Context: an optimization exercise on an open-source flow, tuned for a short achievable clock period and few clock cycles per item. The choices shown serve that exercise and are no tape-out recipe. Function was checked by simulation only, so behaviour that the tests miss may differ from the original. Power figures rest on the tool's default switching activity, not on a simulated workload.

===== design/flow/constraint.sdc =====
create_clock -name core_clock -period 11.5 [get_ports {clk}]
set_input_delay 2.3000 -clock core_clock [delete_from_list [all_inputs] [get_ports {clk}]]
set_output_delay 2.3000 -clock core_clock [all_outputs]
set_load 0.01 [all_outputs]

===== design/flow/config.mk =====
export PLATFORM = sky130hd
export DESIGN_NAME = ts_indexer
export DESIGN_NICKNAME = ts_indexer
export VERILOG_FILES = /design/flow/design.v
export SDC_FILE = /design/flow/constraint.sdc
export NUM_CORES = 4
export LEC_CHECK = 0
export CAP_MARGIN = 20
export CORE_MARGIN = 2
export CORE_UTILIZATION = 40
export SLEW_MARGIN = 20

===== design/flow/design.v =====
module cadd #(
    parameter W  = 64,
    parameter CH = 16
) (
    input  wire         clk,
    input  wire [W-1:0] a,
    input  wire [W-1:0] b,
    input  wire         cin,
    output wire [W-1:0] s,
    output wire         cout
);
    localparam N = (W + CH - 1) / CH;
    wire [N:0] c;
    assign c[0] = cin;
    assign cout = c[N];
    genvar i;
    generate
        for (i = 0; i < N; i = i + 1) begin : g_chunk
            localparam LO = i * CH;
            localparam HI = ((i + 1) * CH > W) ? W - 1 : (i + 1) * CH - 1;
            localparam CW = HI - LO + 1;
            reg [CW-1:0] sum;
            reg          co;
            always @(posedge clk)
                {co, sum} <= {1'b0, a[HI:LO]} + {1'b0, b[HI:LO]} + {{CW{1'b0}}, c[i]};
            assign s[HI:LO] = sum;
            assign c[i+1]   = co;
        end
    endgenerate
endmodule
module div27 #(
    parameter W = 42
) (
    input  wire         clk,
    input  wire [W-1:0] x,
    output wire [W-1:0] q
);
    localparam N = W / 2;
    wire [4:0] r [0:N];
    assign r[0] = 5'd0;
    genvar i;
    generate
        for (i = 0; i < N; i = i + 1) begin : g_stage
            wire [6:0] t = {r[i], x[W-1-2*i -: 2]};
            wire       ge1 = t >= 7'd27;
            wire       ge2 = t >= 7'd54;
            wire       ge3 = t >= 7'd81;
            reg  [4:0] rr;
            reg  [1:0] qq;
            always @(posedge clk) begin
                qq <= ge3 ? 2'd3 : ge2 ? 2'd2 : ge1 ? 2'd1 : 2'd0;
                rr <= ge3 ? t - 7'd81 : ge2 ? t - 7'd54 : ge1 ? t - 7'd27 : t[4:0];
            end
            assign r[i+1] = rr;
            assign q[W-1-2*i -: 2] = qq;
        end
    endgenerate
endmodule
module ts_indexer (
    input  wire        clk,
    input  wire        rst,
    input  wire        start,
    input  wire        cfg_sync_abort,
    input  wire        cfg_keyframe_zero,
    input  wire [63:0] start_offset,
    input  wire        in_valid,
    output wire        in_ready,
    input  wire [7:0]  in_data,
    input  wire        in_last,
    output reg         rec_valid,
    input  wire        rec_ready,
    output reg  [63:0] rec_offset,
    output reg  [46:0] rec_pcr_ns,
    output reg  [63:0] rec_duration_ns,
    output reg         rec_keyframe,
    output wire        done,
    output reg  [3:0]  term,
    output reg  [7:0]  trunc_bytes,
    output reg  [63:0] offset,
    output reg  [31:0] pkt_count,
    output reg  [31:0] sync_faults,
    output reg  [63:0] fault_off,
    output reg  [31:0] malformed,
    output reg  [31:0] discont,
    output reg  [31:0] idx_count,
    output reg         pcr_seen,
    output reg  [46:0] pcr_base_ns,
    output reg  [46:0] pcr_prev_ns,
    output reg  [63:0] duration_ns,
    output reg  [28:0] last_delta_ns,
    output reg  [63:0] bitrate_bps
);
    localparam [3:0] TERM_NONE = 4'd0,
                     TERM_EOS  = 4'd1,
                     TERM_SYNC = 4'd6;
    localparam [7:0] EC_DIV = 8'd64;
    localparam [20:0] FIVE9 = 21'd1953125;    
    reg        done_q;
    reg        active;
    reg        rdy_q;
    reg        st1;             
    reg        pend;            
    reg        pend_kf;
    reg        sync_abort_l;
    reg        keyframe_zero_l;
    reg [63:0] start_off_l;
    assign done     = done_q;
    assign in_ready = rdy_q;
    wire start_h = start && done_q && !rec_valid;
    reg       v1;
    reg [7:0] d1;
    reg       l1;
    reg [7:0] ic;               
    wire fire = in_valid && rdy_q;
    reg [7:0]  bc;              
    reg        sync_ok;
    reg        has_af;
    reg [7:0]  af_len;
    reg        fl_pcr, fl_rai;
    reg [47:0] pcr_field;
    reg [63:0] prev_off;
    wire is187 = (bc == 8'd187);
    wire af_bad      = has_af && (af_len > 8'd183);
    wire af_ok       = has_af && !af_bad && (af_len != 8'd0);
    wire pcr_present = af_ok && fl_pcr && (af_len >= 8'd7);
    wire pcr_short   = af_ok && fl_pcr && (af_len < 8'd7);
    wire rai         = af_ok && fl_rai;
    reg dec_pcr, dec_malf, dec_rai;
    always @(posedge clk) begin
        dec_pcr  <= sync_ok && pcr_present;
        dec_malf <= sync_ok && (af_bad || pcr_short);
        dec_rai  <= rai;
    end
    wire hold   = v1 && is187 && dec_pcr && pend;
    wire proc   = v1 && !hold;
    wire commit = proc && is187;
    wire trunc  = proc && !is187 && l1;
    wire [32:0] pcr_b = pcr_field[47:15];
    wire [8:0]  pcr_x = pcr_field[8:0];
    wire [41:0] t_a, t_c, ticks;
    wire [37:0] t_b;
    cadd #(.W(42)) u_ta (.clk(clk), .a({1'b0, pcr_b, 8'd0}), .b({4'd0, pcr_b, 5'd0}),
                         .cin(1'b0), .s(t_a), .cout());
    cadd #(.W(38)) u_tb (.clk(clk), .a({2'd0, pcr_b, 3'd0}), .b({3'd0, pcr_b, 2'd0}),
                         .cin(1'b0), .s(t_b), .cout());
    cadd #(.W(42)) u_tc (.clk(clk), .a({4'd0, t_b}), .b({33'd0, pcr_x}),
                         .cin(1'b0), .s(t_c), .cout());
    cadd #(.W(42)) u_tt (.clk(clk), .a(t_a), .b(t_c), .cin(1'b0), .s(ticks), .cout());
    wire [41:0] q27;
    div27 #(.W(42)) u_d27 (.clk(clk), .x(ticks), .q(q27));
    wire [46:0] m_a, m37, ns;
    cadd #(.W(47)) u_ma (.clk(clk), .a({ticks, 5'd0}), .b({3'd0, ticks, 2'd0}),
                         .cin(1'b0), .s(m_a), .cout());
    cadd #(.W(47)) u_mb (.clk(clk), .a(m_a), .b({5'd0, ticks}), .cin(1'b0), .s(m37), .cout());
    cadd #(.W(47)) u_ns (.clk(clk), .a(m37), .b({5'd0, q27}), .cin(1'b0), .s(ns), .cout());
    wire [47:0] delta;
    cadd #(.W(48)) u_dl (.clk(clk), .a({1'b0, ns}), .b(~{1'b0, pcr_prev_ns}), .cin(1'b1),
                         .s(delta), .cout());
    reg        d_ok, d_zero;
    reg [63:0] dur_add;
    always @(posedge clk) begin
        d_ok    <= !delta[47] && (delta[46:29] == 18'd0) && (delta[28:0] <= 29'd500_000_000);
        d_zero  <= (delta == 48'd0);
        dur_add <= !pcr_seen ? 64'd0 :
                   d_ok      ? {35'd0, delta[28:0]} : {35'd0, last_delta_ns};
    end
    wire [63:0] dur_new;
    cadd #(.W(64)) u_du (.clk(clk), .a(duration_ns), .b(dur_add), .cin(1'b0),
                         .s(dur_new), .cout());
    wire [63:0] off_next, bdist;
    cadd #(.W(64)) u_on (.clk(clk), .a(offset), .b(64'd188), .cin(1'b0), .s(off_next), .cout());
    cadd #(.W(64)) u_di (.clk(clk), .a(offset), .b(~prev_off), .cin(1'b1), .s(bdist), .cout());
    reg [63:0] m_ds;
    reg [21:0] m_acc;
    reg [63:0] m_lo;
    reg [6:0]  m_cnt;
    wire [21:0] m_sum = m_acc + (m_ds[0] ? {1'b0, FIVE9} : 22'd0);
    reg [7:0]  ec;
    reg [96:0] dv_n;
    reg [28:0] dv_r;
    reg [28:0] dv_d;
    reg [63:0] dv_q;
    reg [6:0]  dv_cnt;
    wire [29:0] dv_t   = {dv_r, dv_n[96]};
    wire [30:0] dv_dif = {1'b0, dv_t} - {2'b0, dv_d};
    wire        dv_fit = !dv_dif[30];
    always @(posedge clk) begin
        if (proc && bc == 8'd6) begin
            m_ds  <= bdist;
            m_acc <= 22'd0;
            m_cnt <= 7'd64;
        end else if (m_cnt != 7'd0) begin
            m_ds  <= {1'b0, m_ds[63:1]};
            m_acc <= {1'b0, m_sum[21:1]};
            m_lo  <= {m_sum[0], m_lo[63:1]};
            m_cnt <= m_cnt - 7'd1;
        end
        if (proc && bc == 8'd11)
            ec <= 8'd0;
        else if (ec != 8'hff)
            ec <= ec + 8'd1;
        if (ec == EC_DIV) begin
            dv_n   <= {m_acc[20:0], m_lo, 12'd0};
            dv_r   <= 29'd0;
            dv_d   <= delta[28:0];
            dv_cnt <= 7'd97;
        end else if (dv_cnt != 7'd0) begin
            dv_n   <= {dv_n[95:0], 1'b0};
            dv_r   <= dv_fit ? dv_dif[28:0] : dv_t[28:0];
            dv_q   <= {dv_q[62:0], dv_fit};
            dv_cnt <= dv_cnt - 7'd1;
        end
    end
    wire end_evt = trunc || (commit && ((!sync_ok && sync_abort_l) || l1));
    wire active_d = start_h || (active && !end_evt);
    wire pcr_commit = commit && dec_pcr;
    wire rec_free  = !rec_valid;
    wire pend_d    = pcr_commit ? !rec_free : (pend && !rec_free);
    wire risk = (dec_pcr && pend) || (!sync_ok && sync_abort_l);
    always @(posedge clk) begin
        if (rst) begin
            done_q   <= 1'b1;
            active   <= 1'b0;
            rdy_q    <= 1'b0;
            st1      <= 1'b0;
            pend     <= 1'b0;
            v1       <= 1'b0;
            ic       <= 8'd0;
            bc       <= 8'd0;
            rec_valid <= 1'b0;
        end else begin
            st1    <= start_h;
            active <= active_d;
            pend   <= pend_d;
            done_q <= !active_d && !pend_d;
            rdy_q  <= active_d && !(fire && in_last) && !(fire && ic == 8'd187 && risk) && !hold
                      && !(v1 && l1);
            v1 <= fire || hold;
            if (!active_d) begin
                ic <= 8'd0;
            end else if (fire) begin
                ic <= (ic == 8'd187) ? 8'd0 : ic + 8'd1;
            end
            if (!active_d)
                bc <= 8'd0;
            else if (proc)
                bc <= is187 ? 8'd0 : bc + 8'd1;
            if (rec_valid && rec_ready)
                rec_valid <= 1'b0;
            if ((pcr_commit && rec_free) || (pend && rec_free))
                rec_valid <= 1'b1;
        end
    end
    always @(posedge clk) begin
        if (rdy_q) begin
            d1 <= in_data;
            l1 <= in_last;
        end
        if (done_q) begin
            sync_abort_l    <= cfg_sync_abort;
            keyframe_zero_l <= cfg_keyframe_zero;
            start_off_l     <= start_offset;
        end
        if (proc) begin
            case (bc)
            8'd0: sync_ok <= (d1 == 8'h47);
            8'd3: has_af  <= d1[5];
            8'd4: af_len  <= d1;
            8'd5: begin fl_pcr <= d1[4]; fl_rai <= d1[6]; end
            8'd6, 8'd7, 8'd8, 8'd9, 8'd10, 8'd11:
                  pcr_field <= {pcr_field[39:0], d1};
            default: ;
            endcase
        end
        if (pcr_commit && rec_free) begin
            rec_offset      <= offset;
            rec_pcr_ns      <= ns;
            rec_duration_ns <= dur_new;
            rec_keyframe    <= !keyframe_zero_l && dec_rai;
        end else if (pend && rec_free) begin
            rec_offset      <= prev_off;
            rec_pcr_ns      <= pcr_prev_ns;
            rec_duration_ns <= duration_ns;
            rec_keyframe    <= pend_kf;
        end
        if (pcr_commit)
            pend_kf <= !keyframe_zero_l && dec_rai;
    end
    always @(posedge clk) begin
        if (rst || st1) begin
            term          <= TERM_NONE;
            trunc_bytes   <= 8'd0;
            offset        <= rst ? 64'd0 : start_off_l;
            pkt_count     <= 32'd0;
            sync_faults   <= 32'd0;
            fault_off     <= 64'd0;
            malformed     <= 32'd0;
            discont       <= 32'd0;
            idx_count     <= 32'd0;
            pcr_seen      <= 1'b0;
            pcr_base_ns   <= 47'd0;
            pcr_prev_ns   <= 47'd0;
            prev_off      <= 64'd0;
            duration_ns   <= 64'd0;
            last_delta_ns <= 29'd0;
            bitrate_bps   <= 64'd0;
        end else begin
            if (trunc) begin
                trunc_bytes <= bc + 8'd1;
                term        <= TERM_EOS;
            end
            if (commit) begin
                offset    <= off_next;
                pkt_count <= pkt_count + 32'd1;
                if (!sync_ok) begin
                    sync_faults <= sync_faults + 32'd1;
                    fault_off   <= offset;
                end
                if (!sync_ok && sync_abort_l)
                    term <= TERM_SYNC;
                else if (l1)
                    term <= TERM_EOS;
                if (dec_malf)
                    malformed <= malformed + 32'd1;
                if (dec_pcr) begin
                    pcr_prev_ns <= ns;
                    prev_off    <= offset;
                    idx_count   <= idx_count + 32'd1;
                    duration_ns <= dur_new;
                    if (!pcr_seen) begin
                        pcr_seen    <= 1'b1;
                        pcr_base_ns <= ns;
                    end else if (!d_ok) begin
                        discont <= discont + 32'd1;
                    end else begin
                        last_delta_ns <= delta[28:0];
                        if (!d_zero)
                            bitrate_bps <= dv_q;
                    end
                end
            end
        end
    end
endmodule

===== design/flow/run.sh =====
#!/bin/bash
# synth_recipe.tcl (not shown) runs the flow's synth.tcl, then flattens the netlist and writes it again
# the make line also repeats each setting of config.mk as NAME=value (left out here)
make -C /OpenROAD-flow-scripts/flow DESIGN_CONFIG=/design/flow/config.mk WORK_HOME=/design/flow/orfs CLKGATE_MAP_FILE= SYNTH_SCRIPT=/design/flow/synth_recipe.tcl finish

==> summary.txt, run 1 <==
Critical path
  – Worst R2R End: bitrate_bps[49]
  – Critical path's top delay family: buffers and inverters
  – Crit path max fanout: 93
  – Critical Path Slowest Stage Cell: nand3_2
  – Data required time of the worst path: 12260 ps
  – R2r startpoint: bc[0]
  – Flop2flop setup slack: just under 6000 ps
  – Crit path largest cell delay: 680 ps
  – CP cell instances: ha_1, nand4bb_4, nor3_2, buf_4, nand2_4, buf_4, inv_8, buf_4, nand3_2, nor2_4, buf_4, nand2_1, a21oi_1
  – CP Capture Type: register
  – Startpoint Class: register
  – Worst Path Buf+Inv: 5
  – Critical path class: reg -> reg
  – Worst Reg-to-Reg Cells: 13
  – Top cell by count, worst path: buf_4
  – Worst EP arrival: around 6300 ps

Layout
  – Util after Layout: 48.42%
  – Commonest non-fill, non-tap cells in the layout: nand2_1 (1787), dfxtp_1 (1366), clkdlybuf4s50_1 (809)
  – Filler cell count: 20620
  – Area Overhead vs Synth: 20.57%
  – Sequential cell area: 0.04792 mm^2
  – Most common cell after layout, fill and taps aside: nand2_1
  – Fin nets: 10610
  – Area of the multi-input gates: 0.03925 mm^2
  – Layout cells sized above 1: 5.572%

Route
  – Via count: about 68000
  – WL final: 257.9 mm
  – Drt pass-1 iters: 6
  – Post-route ant nets: 0
  – Number of remaining DRC errors: 0
  – DRT iter0 DRCs: 4967
  – Drt via density: 5.162
  – WL per Instance: roughly 20 um

Timing
  – Final hold slack: ~330 ps
  – Max Transition Viols Final: 0
  – Tightest Pin Transition: 1135 ps
  – Final setup vio count: 0
  – Fin crit share: 48.30%
  – Max_slew headroom: 24.34%
  – Setup TNS: 0 ps
  – Clock Skew: 35.64 ps
  – Minimum clock period: 5555 ps
  – RSZ-0062 raised after global routing: false
  – Hold Fails Final Rpt: 0
  – Max Clk Rate: around 0.18 GHz

Clock network
  – CTS tree: yes
  – Root Buffer: clkbuf_16
  – Clk sinks: 2052
  – H-tree depth: 4
  – CTS buffer count: 217
  – Longest Clk Path Bufs: 3
  – Worst-path clk slew: around 60 ps
  – Post CTS Setup Buffer Count: 0
  – Skew-Pair Late Insertion Delay: 860 ps
  – Post-CTS Hold Fix Bufs: 0
  – Resized cells post-CTS: 0

Min path
  – Hold Path End: u_tt.g_chunk[0].sum[0]
  – Hold_sp: u_tc.g_chunk[0].sum[0]
  – Min-delay worst type: reg -> reg
  – Hold Path Stages: 0

GRT
  – Global-route usage over all layers: 21.85%
  – Antenna violations before repair: 10
  – GR Overflow Total: 0
  – Wire length of the first global-routing pass: approximately 400 mm
  – Largest net degree at the start of global routing: approximately 150
  – Vias in the first global route: 65210

Logic synthesis
  – Netlist area before placement: between 0.09 and 0.1 mm^2
  – Post-Synth XOR/XNOR Area: 6.098%
  – Synth Area in Simple Gates: 15.69%
  – Synth top area share: between 30% and 40%
  – Most used DFF post-synth: dfxtp_1
  – Netlist cell types: 90
  – Syn nets: 9820
  – Post-synthesis sequential area ratio: between 50% and 60%
  – Synth async-reset ratio: 0%
  – Largest family of logic cells by synthesized area: simple AND/OR/NAND/NOR gates
  – Largest cells by area after synthesis: dfxtp_1 (30%), edfxtp_1 (23%), ha_1 (7.8%)
  – Post-synthesis cell count: ~9000
  – Mux contribution to synthesized area: 1.948%
  – Yosys top cell by area: dfxtp_1
  – Adder-Cell Fraction of Synth Area: 8.775%
  – Avg Inst Size Synth: 9.858 um^2
  – Synth Area in Compound Gates: 10.98%
  – Synthesis Warnings: 7
  – #FFs+latches synth: 2052
  – Post-synth EDFFs: 682

Floorplanning
  – Die area: roughly 0.23 mm^2
  – I/O Pins: between 800 and 900
  – Die W: 478.5 um
  – Core ar.: 0.2242 mm^2
  – Die height: 478.5 um
  – Starting Density: 40.16%
  – # rows: 174

Pwr
  – LEAKAGE: approximately 42 nW
  – Peak VDD IR: 0.1251 mV
  – Power per cell area: 159.8 mW/mm^2

Placement
  – Dpl hpwl: 186.4 mm
  – Global placer's final weighted congestion: between 0.9 and 1
  – # port buffers: 810

Run status
  – Outcome: complete, no violations

Job
  – Max-Cap Viols: 0
==> registers in the layout, indices dropped and copies added (netlist names), 64 cells and up <==
name and cells:
dv_n 85, offset 64, u_di.g_chunk.sum 64, bitrate_bps 64, duration_ns 64, u_on.g_chunk.sum 64
dv_q 64, u_du.g_chunk.sum 64, rec_offset 64, prev_off 64, m_ds 64, fault_off 64
m_lo 64, start_off_l 64, u_d27.g_stage.rr 96, rec_duration_ns 64
==> per-layer routing <==
metal,up-vias,share of wire (%),global-route usage [%]
met3,408,5.2,3.967
met4,8,4.3,8.703
li1,33000,-,-
met2,1672,47,36.07
met5,-,0.019,0
met1,32630,44,28.28
==> cell families after synthesis <==
kind of cell	after synthesis
AND/OR/NAND/NOR	3221
flip-flops	2052
AO/OA/AOI/OAI	1684
buffers and inverters	781
XOR/XNOR	627
adder cells (fa/ha/maj)	604
multiplexers	167
==> area by class of cell <==
type                            count  share of cell area, %
Sequential cell                  2052                  44.13
Multi-Input combinational cell   6303                  36.15
Timing Repair Buffer              869                  7.900
Clock buffer                      301                  5.590
Tap cell                         2992                  3.448
Inverter                          486                  1.688
Clock inverter                    111                  1.088
Antenna cell                        5                0.01152
==> where the power goes <==
group | switching [mW] | internal, mW | total [mW]
clock network | 3.01 | 4.10 | 7.11
registers | 0.370 | 8.18 | 8.55
logic | 0.951 | 0.731 | 1.68
total | 4.33 | 13.0 | 17.3
==> how the worst max path moves through the flow <==
stage / startpoint / endpoint / depth (start not counted)
floorplan: bc[0] / rec_duration_ns[0] / 9
global placement: bc[0] / bitrate_bps[60] / 13
detailed placement: bc[0] / bitrate_bps[15] / 13
CTS: bc[0] / bitrate_bps[6] / 13
global route: bc[0] / bitrate_bps[24] / 13
finish: bc[0] / bitrate_bps[49] / 13
==> stage by stage <==
step	std cells	total power, mW	cell area [um^2]	worst slack [ps]
after floorplan	9136	9.856	90060	1832
after global placement	12700	10.32	101300	5973
after detailed placement	12700	10.37	101300	5822
after CTS	13110	17.53	108500	5768
after global routing	13120	18.12	108600	5401
final	13120	17.35	108600	5945
==> synthesized netlist by cell type, drive strengths merged, types with 9 or more instances <==
| cell | number |
|---|---|
| a211o | 28 |
| a211oi | 23 |
| a21boi | 26 |
| a21o | 76 |
| a21oi | 761 |
| a22oi | 12 |
| a311o | 20 |
| a31o | 16 |
| a31oi | 89 |
| and2 | 36 |
| and3 | 115 |
| and4 | 14 |
| buf | 42 |
| clkbuf | 253 |
| dfxtp | 1370 |
| edfxtp | 682 |
| fa | 46 |
| ha | 558 |
| inv | 484 |
| mux2 | 66 |
| mux2i | 101 |
| nand2 | 1790 |
| nand2b | 49 |
| nand3 | 237 |
| nand3b | 18 |
| nand4 | 80 |
| nor2 | 529 |
| nor2b | 98 |
| nor3 | 95 |
| nor4 | 32 |
| o211ai | 18 |
| o21a | 40 |
| o21ai | 400 |
| o21bai | 25 |
| o221ai | 28 |
| o22a | 9 |
| o22ai | 26 |
| o31ai | 14 |
| or2 | 45 |
| or3 | 52 |
| xnor2 | 370 |
| xor2 | 257 |
Testbench counts, summed over its fixed seeds: cycles 886,468, packets 4,698.
==> inputs of run 2 (changes only) <==
--- a/design/flow/design.v
+++ b/design/flow/design.v
@@ -102,2 +102,3 @@
     reg        pend;            
+    reg        pend_age;        
     reg        pend_kf;
@@ -115,2 +116,3 @@
     reg [7:0]  bc;              
+    reg        c187;            
     reg        sync_ok;
@@ -121,3 +123,8 @@
     reg [63:0] prev_off;
-    wire is187 = (bc == 8'd187);
+    reg [63:0] off_i;
+    reg [31:0] pkt_i, sf_i, malf_i, disc_i, idx_i;
+    reg [46:0] prev_ns_i;
+    reg [63:0] dur_i;
+    reg [28:0] ld_i;
+    reg        seen_i;
     wire af_bad      = has_af && (af_len > 8'd183);
@@ -133,6 +140,6 @@
     end
-    wire hold   = v1 && is187 && dec_pcr && pend;
+    wire hold   = c187 && dec_pcr && pend;
     wire proc   = v1 && !hold;
-    wire commit = proc && is187;
-    wire trunc  = proc && !is187 && l1;
+    wire commit = c187 && !hold;
+    wire trunc  = v1 && !c187 && l1;
     wire [32:0] pcr_b = pcr_field[47:15];
@@ -156,3 +163,3 @@
     wire [47:0] delta;
-    cadd #(.W(48)) u_dl (.clk(clk), .a({1'b0, ns}), .b(~{1'b0, pcr_prev_ns}), .cin(1'b1),
+    cadd #(.W(48)) u_dl (.clk(clk), .a({1'b0, ns}), .b(~{1'b0, prev_ns_i}), .cin(1'b1),
                          .s(delta), .cout());
@@ -163,11 +170,12 @@
         d_zero  <= (delta == 48'd0);
-        dur_add <= !pcr_seen ? 64'd0 :
-                   d_ok      ? {35'd0, delta[28:0]} : {35'd0, last_delta_ns};
+        dur_add <= !seen_i ? 64'd0 :
+                   d_ok    ? {35'd0, delta[28:0]} : {35'd0, ld_i};
     end
     wire [63:0] dur_new;
-    cadd #(.W(64)) u_du (.clk(clk), .a(duration_ns), .b(dur_add), .cin(1'b0),
+    cadd #(.W(64)) u_du (.clk(clk), .a(dur_i), .b(dur_add), .cin(1'b0),
                          .s(dur_new), .cout());
     wire [63:0] off_next, bdist;
-    cadd #(.W(64)) u_on (.clk(clk), .a(offset), .b(64'd188), .cin(1'b0), .s(off_next), .cout());
-    cadd #(.W(64)) u_di (.clk(clk), .a(offset), .b(~prev_off), .cin(1'b1), .s(bdist), .cout());
+    cadd #(.W(64)) u_on (.clk(clk), .a(off_i), .b(64'd188), .cin(1'b0), .s(off_next), .cout());
+    cadd #(.W(64)) u_di (.clk(clk), .a(off_i), .b(~prev_off), .cin(1'b1), .s(bdist), .cout());
+    reg        go_m, go_e;
     reg [63:0] m_ds;
@@ -178,2 +186,3 @@
     reg [7:0]  ec;
+    reg        dv_ld;
     reg [96:0] dv_n;
@@ -187,3 +196,5 @@
     always @(posedge clk) begin
-        if (proc && bc == 8'd6) begin
+        go_m <= fire && ic == 8'd6;
+        go_e <= fire && ic == 8'd11;
+        if (go_m) begin
             m_ds  <= bdist;
@@ -197,3 +208,3 @@
         end
-        if (proc && bc == 8'd11)
+        if (go_e)
             ec <= 8'd0;
@@ -201,3 +212,4 @@
             ec <= ec + 8'd1;
-        if (ec == EC_DIV) begin
+        dv_ld <= (ec == EC_DIV);
+        if (dv_ld) begin
             dv_n   <= {m_acc[20:0], m_lo, 12'd0};
@@ -213,7 +225,10 @@
     end
-    wire end_evt = trunc || (commit && ((!sync_ok && sync_abort_l) || l1));
+    reg en_c, en_sf, en_malf, en_pcr, en_first, en_disc, en_ok, en_br;
+    reg rec_ld, pend_ld;
+    wire end_evt  = trunc || (commit && ((!sync_ok && sync_abort_l) || l1));
     wire active_d = start_h || (active && !end_evt);
-    wire pcr_commit = commit && dec_pcr;
-    wire rec_free  = !rec_valid;
-    wire pend_d    = pcr_commit ? !rec_free : (pend && !rec_free);
+    wire pend_d   = (en_pcr && !rec_ld) || (pend && !pend_ld);
+    wire rv_d     = (rec_valid && !rec_ready) || rec_ld || pend_ld;
+    wire c187_d   = (fire && ic == 8'd187) || hold;
+    wire commit_d = c187_d && !(dec_pcr && pend_d);
     wire risk = (dec_pcr && pend) || (!sync_ok && sync_abort_l);
@@ -221,24 +236,38 @@
         if (rst) begin
-            done_q   <= 1'b1;
-            active   <= 1'b0;
-            rdy_q    <= 1'b0;
-            st1      <= 1'b0;
-            pend     <= 1'b0;
-            v1       <= 1'b0;
-            ic       <= 8'd0;
-            bc       <= 8'd0;
+            done_q    <= 1'b1;
+            active    <= 1'b0;
+            rdy_q     <= 1'b0;
+            st1       <= 1'b0;
+            pend      <= 1'b0;
+            pend_age  <= 1'b0;
+            v1        <= 1'b0;
+            c187      <= 1'b0;
+            ic        <= 8'd0;
+            bc        <= 8'd0;
             rec_valid <= 1'b0;
+            en_c      <= 1'b0;
+            en_sf     <= 1'b0;
+            en_malf   <= 1'b0;
+            en_pcr    <= 1'b0;
+            en_first  <= 1'b0;
+            en_disc   <= 1'b0;
+            en_ok     <= 1'b0;
+            en_br     <= 1'b0;
+            rec_ld    <= 1'b0;
+            pend_ld   <= 1'b0;
         end else begin
-            st1    <= start_h;
-            active <= active_d;
-            pend   <= pend_d;
-            done_q <= !active_d && !pend_d;
-            rdy_q  <= active_d && !(fire && in_last) && !(fire && ic == 8'd187 && risk) && !hold
-                      && !(v1 && l1);
-            v1 <= fire || hold;
-            if (!active_d) begin
+            st1       <= start_h;
+            active    <= active_d;
+            pend      <= pend_d;
+            pend_age  <= pend;
+            done_q    <= !active_d && !pend_d;
+            rdy_q     <= active_d && !(fire && in_last) && !(fire && ic == 8'd187 && risk)
+                         && !hold && !(v1 && l1);
+            rec_valid <= rv_d;
+            v1   <= fire || hold;
+            c187 <= c187_d;
+            if (!active_d)
                 ic <= 8'd0;
-            end else if (fire) begin
+            else if (fire)
                 ic <= (ic == 8'd187) ? 8'd0 : ic + 8'd1;
-            end
             if (!active_d)
@@ -246,7 +275,13 @@
             else if (proc)
-                bc <= is187 ? 8'd0 : bc + 8'd1;
-            if (rec_valid && rec_ready)
-                rec_valid <= 1'b0;
-            if ((pcr_commit && rec_free) || (pend && rec_free))
-                rec_valid <= 1'b1;
+                bc <= c187 ? 8'd0 : bc + 8'd1;
+            en_c     <= commit_d;
+            en_sf    <= commit_d && !sync_ok;
+            en_malf  <= commit_d && dec_malf;
+            en_pcr   <= commit_d && dec_pcr;
+            en_first <= commit_d && dec_pcr && !seen_i;
+            en_disc  <= commit_d && dec_pcr && seen_i && !d_ok;
+            en_ok    <= commit_d && dec_pcr && seen_i && d_ok;
+            en_br    <= commit_d && dec_pcr && seen_i && d_ok && !d_zero;
+            rec_ld   <= commit_d && dec_pcr && !rv_d;
+            pend_ld  <= pend_d && pend && !rv_d;
         end
@@ -258,3 +293,3 @@
         end
-        if (done_q) begin
+        if (!active) begin
             sync_abort_l    <= cfg_sync_abort;
@@ -274,4 +309,4 @@
         end
-        if (pcr_commit && rec_free) begin
-            rec_offset      <= offset;
+        if (rec_ld) begin
+            rec_offset      <= off_i;
             rec_pcr_ns      <= ns;
@@ -279,10 +314,20 @@
             rec_keyframe    <= !keyframe_zero_l && dec_rai;
-        end else if (pend && rec_free) begin
+        end else if (pend_ld) begin
             rec_offset      <= prev_off;
-            rec_pcr_ns      <= pcr_prev_ns;
-            rec_duration_ns <= duration_ns;
+            rec_pcr_ns      <= prev_ns_i;
+            rec_duration_ns <= dur_i;
             rec_keyframe    <= pend_kf;
         end
-        if (pcr_commit)
+        if (en_pcr)
             pend_kf <= !keyframe_zero_l && dec_rai;
+        off_i     <= offset;
+        pkt_i     <= pkt_count;
+        sf_i      <= sync_faults;
+        malf_i    <= malformed;
+        disc_i    <= discont;
+        idx_i     <= idx_count;
+        prev_ns_i <= pcr_prev_ns;
+        dur_i     <= duration_ns;
+        ld_i      <= last_delta_ns;
+        seen_i    <= pcr_seen;
     end
@@ -311,9 +356,3 @@
             end
-            if (commit) begin
-                offset    <= off_next;
-                pkt_count <= pkt_count + 32'd1;
-                if (!sync_ok) begin
-                    sync_faults <= sync_faults + 32'd1;
-                    fault_off   <= offset;
-                end
+            if (en_c) begin
                 if (!sync_ok && sync_abort_l)
@@ -322,21 +361,27 @@
                     term <= TERM_EOS;
-                if (dec_malf)
-                    malformed <= malformed + 32'd1;
-                if (dec_pcr) begin
-                    pcr_prev_ns <= ns;
-                    prev_off    <= offset;
-                    idx_count   <= idx_count + 32'd1;
-                    duration_ns <= dur_new;
-                    if (!pcr_seen) begin
-                        pcr_seen    <= 1'b1;
-                        pcr_base_ns <= ns;
-                    end else if (!d_ok) begin
-                        discont <= discont + 32'd1;
-                    end else begin
-                        last_delta_ns <= delta[28:0];
-                        if (!d_zero)
-                            bitrate_bps <= dv_q;
-                    end
-                end
+                offset    <= off_next;
+                pkt_count <= pkt_i + 32'd1;
+            end
+            if (en_sf) begin
+                sync_faults <= sf_i + 32'd1;
+                fault_off   <= off_i;
+            end
+            if (en_malf)
+                malformed <= malf_i + 32'd1;
+            if (en_pcr) begin
+                pcr_prev_ns <= ns;
+                prev_off    <= off_i;
+                idx_count   <= idx_i + 32'd1;
+                duration_ns <= dur_new;
+            end
+            if (en_first) begin
+                pcr_seen    <= 1'b1;
+                pcr_base_ns <= ns;
             end
+            if (en_disc)
+                discont <= disc_i + 32'd1;
+            if (en_ok)
+                last_delta_ns <= delta[28:0];
+            if (en_br)
+                bitrate_bps <= dv_q;
         end
--- a/design/flow/config.mk
+++ b/design/flow/config.mk
@@ -7,5 +7,7 @@
 export LEC_CHECK = 0
+export ABC_CLOCK_PERIOD_IN_PS = 3000
 export CAP_MARGIN = 20
 export CORE_MARGIN = 2
-export CORE_UTILIZATION = 40
+export CORE_UTILIZATION = 55
+export SETUP_SLACK_MARGIN = 5
 export SLEW_MARGIN = 20
==> run 2 against run 1 <==
Effect of this change: sequential share of layout area is 3.2 points higher; count of clock-buffer cells in the layout is 57 higher; combinational power is 57% lower; clock skew fell by 3.9 ps; global-route usage is 4.5 points higher; synthesized area increased by 9.5%; via count is 2.0% lower; setup slack improved by 1100 ps; total power up 4.4%; final cell count shrank 6.7%; sequential power rose by 8.2%; core utilization increased by 17 points.
==> summary.txt, run 2 <==
Critical path
  – Crit path max fanout: 88 (-5.4%)
  – Critical Path Slowest Stage Cell: buf_4
  – Startpoint Class: primary input
  – Data required time of the worst path: 12210 ps (-50 ps)
  – Top cell by count, worst path: buf_4
  – CP Capture Type: register
  – Crit path largest cell delay: 930 ps (+250 ps)
  – Worst EP arrival: 5160 ps (-1150 ps)
  – Critical path class: in -> reg
  – CP cell instances: buf_4, or2_4, buf_4, buf_4, nor2_1
  – Flop2flop setup slack: 7290 ps (+1340 ps)

Logic synthesis
  – Syn nets: 9514 (-3.1%)
  – Largest cells by area after synthesis: dfxtp_1 (35%), edfxtp_1 (21%), ha_1 (7.1%)
  – Netlist cell types: 81 (-10%)
  – Synth async-reset ratio: 0% (unchanged)
  – Most frequent cell after synthesis: dfxtp_1
  – #FFs+latches synth: 2431 (+18%)
  – Post-synthesis sequential area ratio: 56.26% (+3.1 points)
  – Post-synthesis cell count: 8830 (-3.3%)
  – Post-synth EDFFs: 682 (unchanged)
  – Yosys top cell by area: dfxtp_1
  – Most used DFF post-synth: dfxtp_1
  – Avg Inst Size Synth: 11.17 um^2 (+13%)
  – Synth top area share: 35.50% (+5.0 points)
  – Synth cell count leaders: dfxtp_1 (1749), nor2_1 (981), edfxtp_1 (682)
  – Netlist area before placement: 0.09864 mm^2 (+9.5%)
  – Synthesis Warnings: 7 (unchanged)

Layout
  – Layout cells sized above 1: 7.394% (+1.8 points)
  – Util after Layout: 65.87% (+17 points)
  – Commonest non-fill, non-tap cells in the layout: dfxtp_1 (1736), nor2_1 (979), clkdlybuf4s50_1 (809)
  – Most common cell after layout, fill and taps aside: dfxtp_1
  – Top flop regs: u_d27.g_stage.rr: 96 flops, dv_n: 85 flops
  – Largest Register: u_d27.g_stage.rr
  – Max reg flops: 96 (unchanged)
  – Sequential cell area: 0.05553 mm^2 (+16%)
  – Area of the multi-input gates: 0.04040 mm^2 (+2.9%)
  – Final Cell Area: 0.1174 mm^2 (+8.1%)
  – Post-route insts no fill: 12240 (-6.7%)
  – Area Overhead vs Synth: 19.03%
  – Fin nets: 10340 (-2.6%)
  – Filler cell count: 13860 (-33%)

Clock network
  – CTS tree: yes
  – Worst-path clk slew: 60 ps (about the same)
  – Longest Clk Path Bufs: 3 (unchanged)
  – Post CTS Setup Buffer Count: 0 (unchanged)
  – Clk sinks: 2431 (+18%)
  – CTS buffer count: 240 (+11%)
  – Post-CTS Hold Fix Bufs: 0 (unchanged)
  – Resized cells post-CTS: 0 (unchanged)
  – Root Buffer: clkbuf_16
  – Skew-Pair Late Insertion Delay: 880 ps (+20 ps)
  – H-tree depth: 4 (unchanged)

GRT
  – Wire length of the first global-routing pass: 375.7 mm (-4.1%)
  – Largest net degree at the start of global routing: 153 (+0.66%)
  – GR Overflow Total: 0 (unchanged)
  – Vias in the first global route: 64330 (-1.4%)
  – Global-route usage over all layers: 26.40% (+4.5 points)
  – Antenna violations before repair: 8 (-2)

Timing
  – Final setup vio count: 0 (unchanged)
  – Final hold slack: 324.5 ps (-2.837 ps)
  – Hold Fails Final Rpt: 0 (unchanged)
  – Final WS setup: 7046 ps (+1101 ps)
  – Setup TNS: 0 ps (unchanged)
  – Minimum clock period: 4454 ps (-1101 ps)
  – Fin crit share: 38.73% (-9.6 points)
  – RSZ-0062 raised after global routing: false
  – Max_slew headroom: 25.27% (+0.93 points)
  – Max Clk Rate: 0.2245 GHz (+25%)
  – Tightest Pin Transition: 1121 ps (-14.00 ps)
  – Clock Skew: 31.71 ps (-3.924 ps)
  – Max Transition Viols Final: 0 (unchanged)

Pwr
  – Sw Share: 21.56% (-3.4 points)
  – Cell internal pwr: 14.21 mW (+9.2%)
  – Peak VDD IR: 0.1594 mV (+27%)
  – Clock power share: 44.9% (+3.9 points)
  – Comb pwr share: 4.0% (-5.7 points)
  – Sequential share of power: 51.0% (+1.7 points)
  – LEAKAGE: 44.61 nW (+5.7%)
  – Tot Pwr: 18.12 mW (+4.4%)
  – Power per cell area: 154.3 mW/mm^2 (-3.4%)
  – Switching power: 3.906 mW (-9.8%)

Floorplanning
  – Core ar.: 0.1782 mm^2 (-21%)
  – I/O Pins: 811 (unchanged)
  – Die height: 427.5 um (-11%)
  – Die area: 0.1827 mm^2 (-20%)
  – # rows: 155 (-11%)
  – Die W: 427.5 um (-11%)
  – Starting Density: 55.34% (+15 points)

Route
  – Via count: 66380 (-2.0%)
  – DRT iter0 DRCs: 4027 (-19%)
  – Post-route ant nets: 0 (unchanged)
  – WL final: 247.9 mm (-3.9%)
  – WL per Instance: 20.26 um (+3.1%)
  – Drt via density: 5.426 (+5.1%)
  – Drt pass-1 iters: 8 (+2)
  – Number of remaining DRC errors: 0 (unchanged)

Run status
  – Outcome: complete, no violations

Placement
  – Dpl hpwl: 178.1 mm (-4.4%)
  – Pre-CTS setup slack: 6203 ps (+380.7 ps)
  – # port buffers: 810 (unchanged)
  – Cells after DPL: 11770 (-7.3%)
  – Global placer's final weighted congestion: 0.9022 (-1.2%)
  – Placed cell areas: 0.1090 mm^2 (+7.6%)

Job
  – Max-Cap Viols: 0 (unchanged)

Min path
  – Min-delay worst type: reg -> reg
==> run 2: cell count changes in the layout (fill, tap and decap cells not counted), moves of 150 or more <==
cell / change
a211oi_1: +150
nor2_1: +455
nand2_1: -1267
mux2i_1: +397
mux2_2: +153
dfxtp_1: +370
a21oi_1: -403
==> run 2: path summary, 6_finish.rpt <==
kind / startpoint / endpoint / cells after the start
worst max-delay path: rst / duration_ns[9] / 5
worst min-delay path: u_tc.g_chunk[0].sum[4] / u_tt.g_chunk[0].sum[4] / 0
worst max register to register: dv_d[0] / dv_r[20] / 13
worst min register to register: u_tc.g_chunk[0].sum[4] / u_tt.g_chunk[0].sum[4] / 0
==> run 2: area by class of cell <==
cell class | count | area share (%)
flip-flops and latches | 2431 | 47.30
clock buffers | 358 | 6.111
diodes | 7 | 0.01492
inverters | 456 | 1.459
well taps | 2355 | 2.510
clock inverters | 102 | 1.005
multi-input cells | 5673 | 34.41
repair buffers | 853 | 7.189
==> run 2: critical path, delay by kind of cell <==
family | cells | cell delay, ps
buffers and inverters | 3 | 1930
and+or+nand+nor | 2 | 700
==> run 2: power by group through the flow <==
stage | clock, mW | combinational, mW | sequential, mW
floorplan | 0 | 0.502 | 9.35
CTS | 8.31 | 0.731 | 9.25
global route | 8.64 | 0.810 | 9.27
detailed placement | 0 | 0.726 | 9.43
finish | 8.14 | 0.728 | 9.25
global placement | 0 | 0.711 | 9.42
==> run 2: cell families (layout without fill, tap and decap cells) <==
| logic type | count (synthesis) | after routing | share of synthesized area (%) |
|---|---|---|---|
| AO/OA/AOI/OAI | 1411 | 1411 | 9.084 |
| XOR/XNOR | 650 | 650 | 5.772 |
| adder cells (fa/ha/maj) | 604 | 604 | 8.012 |
| buffers and inverters | 726 | 1769 | 2.812 |
| flip-flops | 2431 | 2431 | 56.26 |
| multiplexers | 717 | 717 | 7.554 |
| other | 0 | 7 | 0 |
| AND/OR/NAND/NOR | 2291 | 2291 | 10.51 |
==> run 2: layer usage <==
metal / wire length, um / global-route usage, % / up-vias / part of all wire, %
met4: 12270 / 12.34 / 0 / 4.9
met3: 9114 / 3.394 / 437 / 3.7
met2: 119300 / 44.29 / 1298 / 48
li1: - / - / 32620 / -
met1: 107300 / 33.88 / 32030 / 43
met5: 0 / 0 / - / 0
Testbench counts of run 2, summed over its fixed seeds: cycles 886,468, packets 4,698.
==> inputs of run 3 (changes only) <==
==> design/flow/flow/run.sh (new file) <==
#!/bin/bash
# Own layout flow: the standard synthesis and layout steps, with the
# port buffers made as buf_4 cells and timing repair aimed well below the
# clock period (the SDC and clock period are unchanged).
set -euo pipefail
bash standard.sh synth > synth.log 2>&1
bash standard.sh \
  "BUFFER_PORTS_ARGS=-buffer_cell sky130_fd_sc_hd__buf_4" \
  SETUP_SLACK_MARGIN=8 \
  finish > layout.log 2>&1
==> design/flow/standard.sh (new file) <==
#!/bin/bash
# synth_recipe.tcl (not shown) runs the flow's synth.tcl, then flattens the netlist and writes it again
# the make line also repeats each setting of config.mk as NAME=value (left out here)
make -C /OpenROAD-flow-scripts/flow DESIGN_CONFIG=/design/flow/config.mk WORK_HOME=/design/flow/orfs CLKGATE_MAP_FILE= SYNTH_SCRIPT=/design/flow/synth_recipe.tcl "${@:-finish}"
removed: design/flow/run.sh
==> run 3 against run 2 <==
Effect of this change: die area stayed put; non-clock buffer count grew 351; critical path depth down 3; clock skew shrank 4.9 ps; setup slack improved by 570 ps; via count increased by 2.4%; largest cell class unchanged; synthesized area unchanged.
==> summary.txt, run 3 <==
Logic synthesis
  – Netlist cell types: 81 (unchanged)
  – Netlist area before placement: 0.09864 mm^2 (unchanged)
  – Largest cells by area after synthesis: dfxtp_1 (35%), edfxtp_1 (21%), ha_1 (7.1%)
  – Avg Inst Size Synth: 11.17 um^2 (unchanged)
  – Synth top area share: 35.50% (unchanged)
  – Most used DFF post-synth: dfxtp_1
  – Synth async-reset ratio: 0% (unchanged)
  – #FFs+latches synth: 2431 (unchanged)
  – Syn nets: 9514 (unchanged)
  – Synthesis Warnings: 7 (unchanged)
  – Synth cell count leaders: dfxtp_1 (1749), nor2_1 (981), edfxtp_1 (682)
  – Post-synthesis cell count: 8830 (unchanged)
  – Most frequent cell after synthesis: dfxtp_1
  – Post-synthesis sequential area ratio: 56.26% (unchanged)
  – Post-synth EDFFs: 682 (unchanged)
  – Yosys top cell by area: dfxtp_1

GRT
  – GR Overflow Total: 0 (unchanged)
  – Largest net degree at the start of global routing: 98 (-36%)
  – Antenna violations before repair: 5 (-3)
  – Wire length of the first global-routing pass: 381.4 mm (+1.5%)
  – Vias in the first global route: 65750 (+2.2%)
  – Global-route usage over all layers: 26.75% (+0.35 points)

Timing
  – Final hold slack: 324.2 ps (-0.2930 ps)
  – Tightest Pin Transition: 1149 ps (+28.51 ps)
  – Fin crit share: 33.77% (-5.0 points)
  – Max_slew headroom: 23.37% (-1.9 points)
  – Final WS setup: 7617 ps (+570.6 ps)
  – Hold Fails Final Rpt: 0 (unchanged)
  – Setup TNS: 0 ps (unchanged)
  – Minimum clock period: 3883 ps (-570.6 ps)
  – Max Transition Viols Final: 0 (unchanged)
  – Clock Skew: 26.80 ps (-4.915 ps)
  – RSZ-0062 raised after global routing: true
  – Max Clk Rate: 0.2575 GHz (+15%)
  – Final setup vio count: 0 (unchanged)

Route
  – DRT iter0 DRCs: 3931 (-2.4%)
  – Drt pass-1 iters: 5 (-3)
  – Number of remaining DRC errors: 0 (unchanged)
  – Via count: 68010 (+2.4%)
  – Drt via density: 5.402 (-0.44%)
  – WL final: 252.4 mm (+1.8%)
  – WL per Instance: 20.05 um (-1.1%)
  – Post-route ant nets: 0 (unchanged)

Layout
  – Max reg flops: 96 (unchanged)
  – Top flop regs: u_d27.g_stage.rr: 96 flops, dv_n: 85 flops
  – Layout cells sized above 1: 23.48% (+16 points)
  – Largest Register: u_d27.g_stage.rr
  – Final Cell Area: 0.1214 mm^2 (+3.4%)
  – Most common cell after layout, fill and taps aside: dfxtp_1
  – Fin nets: 10700 (+3.4%)
  – Area Overhead vs Synth: 23.12%
  – Commonest non-fill, non-tap cells in the layout: dfxtp_1 (1240), nor2_1 (978), buf_6 (732)

Floorplanning
  – Starting Density: 55.34% (unchanged)
  – Die height: 427.5 um (unchanged)
  – I/O Pins: 811 (unchanged)
  – # rows: 155 (unchanged)
  – Core ar.: 0.1782 mm^2 (unchanged)
  – Die area: 0.1827 mm^2 (unchanged)
  – Die W: 427.5 um (unchanged)

Clock network
  – Clk sinks: 2431 (unchanged)
  – Post-CTS Hold Fix Bufs: 0 (unchanged)
  – Longest Clk Path Bufs: 3 (unchanged)
  – Skew-Pair Late Insertion Delay: 880 ps (about the same)
  – CTS buffer count: 241 (+0.42%)
  – Root Buffer: clkbuf_16
  – Worst-path clk slew: 60 ps (about the same)
  – H-tree depth: 4 (unchanged)
  – CTS tree: yes

Pwr
  – Power per cell area: 148.0 mW/mm^2 (-4.1%)
  – Cell internal pwr: 14.01 mW (-1.4%)
  – LEAKAGE: 48.71 nW (+9.2%)
  – Switching power: 3.965 mW (+1.5%)
  – Tot Pwr: 17.97 mW (-0.78%)
  – Sw Share: 22.06% (+0.50 points)
  – Clock power share: 44.4% (-0.5 points)
  – Comb pwr share: 4.2% (+0.2 points)
  – Peak VDD IR: 0.1288 mV (-19%)
  – Sequential share of power: 51.4% (+0.4 points)

Min path
  – Min-delay worst type: reg -> reg
  – Hold_sp: u_tc.g_chunk[0].sum[3]

Placement
  – # port buffers: 810 (unchanged)
  – Dpl hpwl: 176.0 mm (-1.2%)
  – Placed cell areas: 0.1070 mm^2 (-1.9%)
  – Pre-CTS setup slack: 5830 ps (-372.8 ps)
  – Global placer's final weighted congestion: 0.8733 (-3.2%)

Job
  – Max-Cap Viols: 0 (unchanged)

Run status
  – Outcome: complete, no violations

Critical path
  – Critical Path Start: offset[63]
  – Startpoint Class: register
  – Critical path class: reg -> out
  – Crit path max fanout: 2 (-98%)
  – Worst EP arrival: 1580 ps (-3580 ps)
  – R2r startpoint: prev_off[48]
  – Data required time of the worst path: 9200 ps (-3010 ps)
  – CP Capture Type: output pin
[run 3: area by class of cell]
cell class	count	area, um^2
Timing Repair inverter	1	7.507
Inverter	456	1720
Multi-Input combinational cell	5676	40470
Fill cell	13430	56780
Clock buffer	352	7056
Antenna cell	6	15.01
Tap cell	2355	2947
Timing Repair Buffer	1204	11900
Sequential cell	2431	56210
Clock inverter	109	1117
[run 3: kinds of logic after synthesis]
kind of cell             share of synthesized area, %
AND/OR/NAND/NOR                                 10.51
XOR/XNOR                                        5.772
buffers and inverters                           2.812
AO/OA/AOI/OAI                                   9.084
multiplexers                                    7.554
adder cells (fa/ha/maj)                         8.012
flip-flops                                      56.26
[run 3: critical path, stage by stage (launching register included)]
cell and delay (ps):
edfxtp_1 420, buf_12 170, buf_6 120
[run 3: layer usage]
layer | vias to the layer above | GRT usage (%) | part of all wire (%)
li1 | 33350 | - | -
met1 | 32670 | 34.17 | 43
met2 | 1502 | 44.07 | 47
met3 | 489 | 3.873 | 4.2
met4 | 0 | 13.93 | 5.6
met5 | - | 0 | 0
[run 3: what timing repair did]
| action | 4_1_cts | 5_1_grt |
|---|---|---|
| setup buffers | 275 | 77 |
| gates cloned | 5 | 0 |
| endpoints found under the setup margin | 1311 | 909 |
| pin swaps | 1 | 1 |
| resized for setup | 1225 | 45 |
[run 3: power groups by stage]
stage	clock network (mW)	registers [mW]	logic, mW
final	7.98	9.24	0.752
after global routing	8.49	9.26	0.835
after CTS	8.13	9.24	0.745
after detailed placement	0	9.43	0.705
after global placement	0	9.42	0.691
after floorplan	0	9.35	0.503
[run 3: final timing paths]
path | slack (ps) | endpoint | cells after the start
setup / recovery | 7620 | offset[63] | 2
hold / removal | 320 | u_tt.g_chunk[0].sum[3] | 0
setup reg to reg | 8210 | u_di.g_chunk[3].sum[14] | 12
hold reg to reg | 320 | u_tt.g_chunk[0].sum[3] | 0
[run 3: per-stage QoR]
stage | util [%] | std cells
floorplan | - | 8830
global placement | 60.04 | 11770
detailed placement | 60.04 | 11770
CTS | 67.70 | 12510
global route | 68.14 | 12590
finish | 68.14 | 12590
==> inputs of run 4 (changes only) <==
--- a/design/flow/design.v
+++ b/design/flow/design.v
@@ -101,2 +101,3 @@
     reg        st1;             
+    reg        rst_q;           
     reg        pend;            
@@ -309,3 +310,8 @@
         end
-        if (rec_ld) begin
+        if (rst_q) begin
+            rec_offset      <= 64'd0;
+            rec_pcr_ns      <= 47'd0;
+            rec_duration_ns <= 64'd0;
+            rec_keyframe    <= 1'b0;
+        end else if (rec_ld) begin
             rec_offset      <= off_i;
@@ -322,2 +328,3 @@
             pend_kf <= !keyframe_zero_l && dec_rai;
+        rst_q     <= rst;
         off_i     <= offset;
@@ -334,6 +341,23 @@
     always @(posedge clk) begin
-        if (rst || st1) begin
+        if (rst) begin
+            term          <= TERM_NONE;
+            trunc_bytes   <= 8'd0;
+            offset        <= 64'd0;
+            pkt_count     <= 32'd0;
+            sync_faults   <= 32'd0;
+            fault_off     <= 64'd0;
+            malformed     <= 32'd0;
+            discont       <= 32'd0;
+            idx_count     <= 32'd0;
+            pcr_seen      <= 1'b0;
+            pcr_base_ns   <= 47'd0;
+            pcr_prev_ns   <= 47'd0;
+            prev_off      <= 64'd0;
+            duration_ns   <= 64'd0;
+            last_delta_ns <= 29'd0;
+            bitrate_bps   <= 64'd0;
+        end else if (st1) begin
             term          <= TERM_NONE;
             trunc_bytes   <= 8'd0;
-            offset        <= rst ? 64'd0 : start_off_l;
+            offset        <= start_off_l;
             pkt_count     <= 32'd0;
--- a/design/flow/flow/run.sh
+++ b/design/flow/flow/run.sh
@@ -8,3 +8,3 @@
   "BUFFER_PORTS_ARGS=-buffer_cell sky130_fd_sc_hd__buf_4" \
-  SETUP_SLACK_MARGIN=8 \
+  SETUP_SLACK_MARGIN=9 \
   finish > layout.log 2>&1
==> run 4 against run 3 <==
Effect of this change: synthesized area increased by 0.27%; count of clock-buffer cells in the layout rose by 56; setup slack improved by 110 ps; critical endpoint is now fault_off[61].
==> summary.txt, run 4 <==
Run status
  – Outcome: complete, no violations

Layout
  – Area of the multi-input gates: 0.04703 mm^2 (+16%)
  – Util after Layout: 74.44% (+6.3 points)
  – Layout cells sized above 1: 34.59% (+11 points)
  – Commonest non-fill, non-tap cells in the layout: nor2_1 (1188), dfxtp_1 (1166), buf_6 (800)
  – Sequential cell area: 0.05436 mm^2 (-3.3%)
  – Filler cell count: 12150 (-9.5%)
  – Max reg flops: 96 (unchanged)
  – Largest Register: u_d27.g_stage.rr
  – Fin nets: 11730 (+9.7%)
  – Most common cell after layout, fill and taps aside: nor2_1
  – Top flop regs: u_d27.g_stage.rr: 96 flops, dv_n: 85 flops
  – Area Overhead vs Synth: 34.44%

Timing
  – Max Transition Viols Final: 0 (unchanged)
  – Max Clk Rate: 0.2652 GHz (+3.0%)
  – Final hold slack: 321.2 ps (-3.008 ps)
  – Fin crit share: 32.79% (-0.98 points)
  – Max_slew headroom: 24.44% (+1.1 points)
  – Hold Fails Final Rpt: 0 (unchanged)
  – Minimum clock period: 3771 ps (-112.7 ps)
  – Final setup vio count: 0 (unchanged)
  – Clock Skew: 48.84 ps (+22.04 ps)
  – Setup TNS: 0 ps (unchanged)
  – Tightest Pin Transition: 1133 ps (-15.98 ps)
  – RSZ-0062 raised after global routing: true

Floorplanning
  – Die W: 428.1 um (+0.13%)
  – Die height: 428.1 um (+0.13%)
  – Starting Density: 55.37% (about the same)
  – I/O Pins: 811 (unchanged)
  – # rows: 155 (unchanged)
  – Die area: 0.1832 mm^2 (+0.27%)
  – Core ar.: 0.1786 mm^2 (+0.22%)

Logic synthesis
  – Largest cells by area after synthesis: dfxtp_1 (40%), edfxtp_1 (13%), ha_1 (7.1%)
  – Netlist cell types: 78 (-3.7%)
  – Netlist area before placement: 0.09890 mm^2 (+0.27%)
  – Synth async-reset ratio: 0% (unchanged)
  – Post-synthesis cell count: 9368 (+6.1%)
  – Avg Inst Size Synth: 10.56 um^2 (-5.5%)
  – Post-synth EDFFs: 442 (-35%)
  – Yosys top cell by area: dfxtp_1
  – Synthesis Warnings: 7 (unchanged)
  – Synth cell count leaders: dfxtp_1 (1990), nor2_1 (1343), mux2i_1 (667)
  – Most frequent cell after synthesis: dfxtp_1
  – Syn nets: 10050 (+5.7%)
  – #FFs+latches synth: 2432 (+0.041%)
  – Most used DFF post-synth: dfxtp_1
  – Post-synthesis sequential area ratio: 53.70% (-2.6 points)
  – Synth top area share: 40.28% (+4.8 points)

Clock network
  – Clk sinks: 2432 (+0.041%)
  – Longest Clk Path Bufs: 4 (+1)
  – H-tree depth: 5 (+1)
  – Skew-Pair Late Insertion Delay: 920 ps (+40 ps)
  – CTS tree: yes
  – CTS buffer count: 274 (+14%)
  – Worst-path clk slew: 60 ps (about the same)
  – Root Buffer: clkbuf_16

Critical path
  – Startpoint Class: register
  – Worst Path Buf+Inv: 1 (-1)
  – Data required time of the worst path: 9200 ps (about the same)
  – Crit path largest cell delay: 440 ps (+20 ps)
  – Critical path class: reg -> out
  – Critical path's top delay family: flip-flops
  – Crit path max fanout: 2 (unchanged)
  – CP cell instances: buf_6
  – Worst Reg-to-Reg Cells: 14 (+2)
  – Worst EP arrival: 1470 ps (-110 ps)
  – CP Capture Type: output pin
  – Critical Path Slowest Stage Cell: dfxtp_4
  – Worst path depth: 1 (-1)

Route
  – WL per Instance: 21.88 um (+9.2%)
  – Drt via density: 5.540 (+2.6%)
  – Max Used Layer: met4
  – Post-route ant nets: 0 (unchanged)
  – Met1 WL: 124.8 mm (+15%)
  – Detail Route met3 WL: 14.91 mm (+39%)
  – DRT iter0 DRCs: 4637 (+18%)
  – Number of remaining DRC errors: 0 (unchanged)
  – Drt pass-1 iters: 7 (+2)
  – Metal2 WL: 138.1 mm (+16%)
  – WL final: 297.7 mm (+18%)
  – Via count: 75360 (+11%)

Pwr
  – Power per cell area: 137.7 mW/mm^2 (-6.9%)
  – LEAKAGE: 52.94 nW (+8.7%)
  – Peak VDD IR: 0.1578 mV (+23%)

GRT
  – GR Overflow Total: 0 (unchanged)
  – Antenna violations before repair: 10 (+5)
  – Largest net degree at the start of global routing: 109 (+11%)
  – Global-route usage over all layers: 29.81% (+3.1 points)
  – Wire length of the first global-routing pass: 427.3 mm (+12%)
  – Vias in the first global route: 72060 (+9.6%)

Job
  – Max-Cap Viols: 0 (unchanged)

Placement
  – Dpl hpwl: 187.5 mm (+6.5%)
  – Global placer's final weighted congestion: 0.8761 (+0.32%)
  – # port buffers: 810 (unchanged)

Min path
  – Min-delay worst type: reg -> reg
  – Hold Path Stages: 0 (unchanged)
-- run 4: cell families (layout without fill, tap and decap cells) --
kind of cell / after synthesis / count (layout) / synth area share, %
flip-flops: 2432 / 2432 / 53.70
XOR/XNOR: 641 / 641 / 5.676
AO/OA/AOI/OAI: 1513 / 1513 / 9.681
buffers and inverters: 794 / 2662 / 3.037
multiplexers: 816 / 816 / 8.447
AND/OR/NAND/NOR: 2568 / 2573 / 11.47
adder cells (fa/ha/maj): 604 / 604 / 7.990
other: 0 / 6 / 0
-- run 4: worst paths after layout --
kind / from / end / slack (ps)
worst min-delay path: u_tc.g_chunk[0].sum[4] / u_tt.g_chunk[0].sum[4] / 320
worst min register to register: u_tc.g_chunk[0].sum[4] / u_tt.g_chunk[0].sum[4] / 320
worst max register to register: dv_d[19] / dv_r[12] / 8350
worst max-delay path: fault_off[61] / fault_off[61] / 7730
-- run 4: layout make-up --
class,instances,area share [%]
clock buffers,408,6.138
repair buffers,1719,13.57
repair inverters,1,0.005646
diodes,6,0.01129
well taps,2355,2.216
inverters,472,1.367
flip-flops and latches,2432,40.88
multi-input cells,6147,35.37
clock inverters,62,0.4479
-- run 4: routing by layer --
metal | GRT usage, % | vias to the layer above
li1 | - | 35880
met1 | 38.01 | 36700
met2 | 48.31 | 2057
met3 | 4.301 | 718
met4 | 17.60 | 0
met5 | 0 | -
-- run 4: metrics by stage --
step	setup WS, ps	instances	instance area (um^2)	total power [mW]
after global routing	7701	13600	133000	18.84
after CTS	7657	13370	127900	18.28
after global placement	6140	12260	108300	9.570
final	7729	13600	133000	18.31
after floorplan	8112	9368	100700	9.418
after detailed placement	6124	12260	108300	9.577
-- run 4: what timing repair did --
| action | in CTS | in global routing |
|---|---|---|
| buffers inserted | 602 | 183 |
| gates resized for setup | 1426 | 673 |
| hold buffers | 0 | 0 |
| pin swaps | 273 | 342 |
| gates cloned | 42 | 42 |
| endpoints found under the setup margin | 1899 | 1802 |
-- run 4: report_power, final --
group | switching (mW) | internal (mW)
registers | 0.0899 | 8.80
logic | 0.450 | 0.423
clock network | 3.41 | 5.14
total | 3.95 | 14.4
Testbench counts of run 4, summed over its fixed seeds: cycles 886,468, packets 4,698.

## re-timing with driven ports
How much do the figures lean on ideal ports? The routed layouts below were timed once more, with nothing changed but the port constraints.
Step 1 sets driving cells, clkbuf_16 on the clock port and buf_2 on the other inputs (assumed; they add their load-dependent delay and slew).
Step 2 adds t to the input delays and takes it off the output delays; t is the mean of the earliest and latest rising clock arrival at the registers after step 1. Input paths then give back, and output paths get back, about the clock's delay inside the block.
Slacks: no drivers / after step 1 / after step 2; pairs: no drivers / after step 1.
run	shift t [ns]	slack for setup (ns)	hold slack, ns	clock arrival spread, ns
run 1	0.928	5.945 / 5.945 / 5.945	0.327 / 0.327 / 0.327	0.037 / 0.038
run 2	0.944	7.046 / 7.054 / 6.150	0.324 / 0.324 / 0.324	0.037 / 0.037
run 3	0.943	7.617 / 7.535 / 7.285	0.324 / 0.324 / 0.324	0.035 / 0.035
run 4	0.981	7.729 / 7.645 / 7.661	0.321 / 0.321 / 0.321	0.058 / 0.058
After both steps setup and hold are still met in every run listed. The setup slack of run 2, which loses most, moves by +0.008 ns with the drivers and by -0.896 ns with both steps.
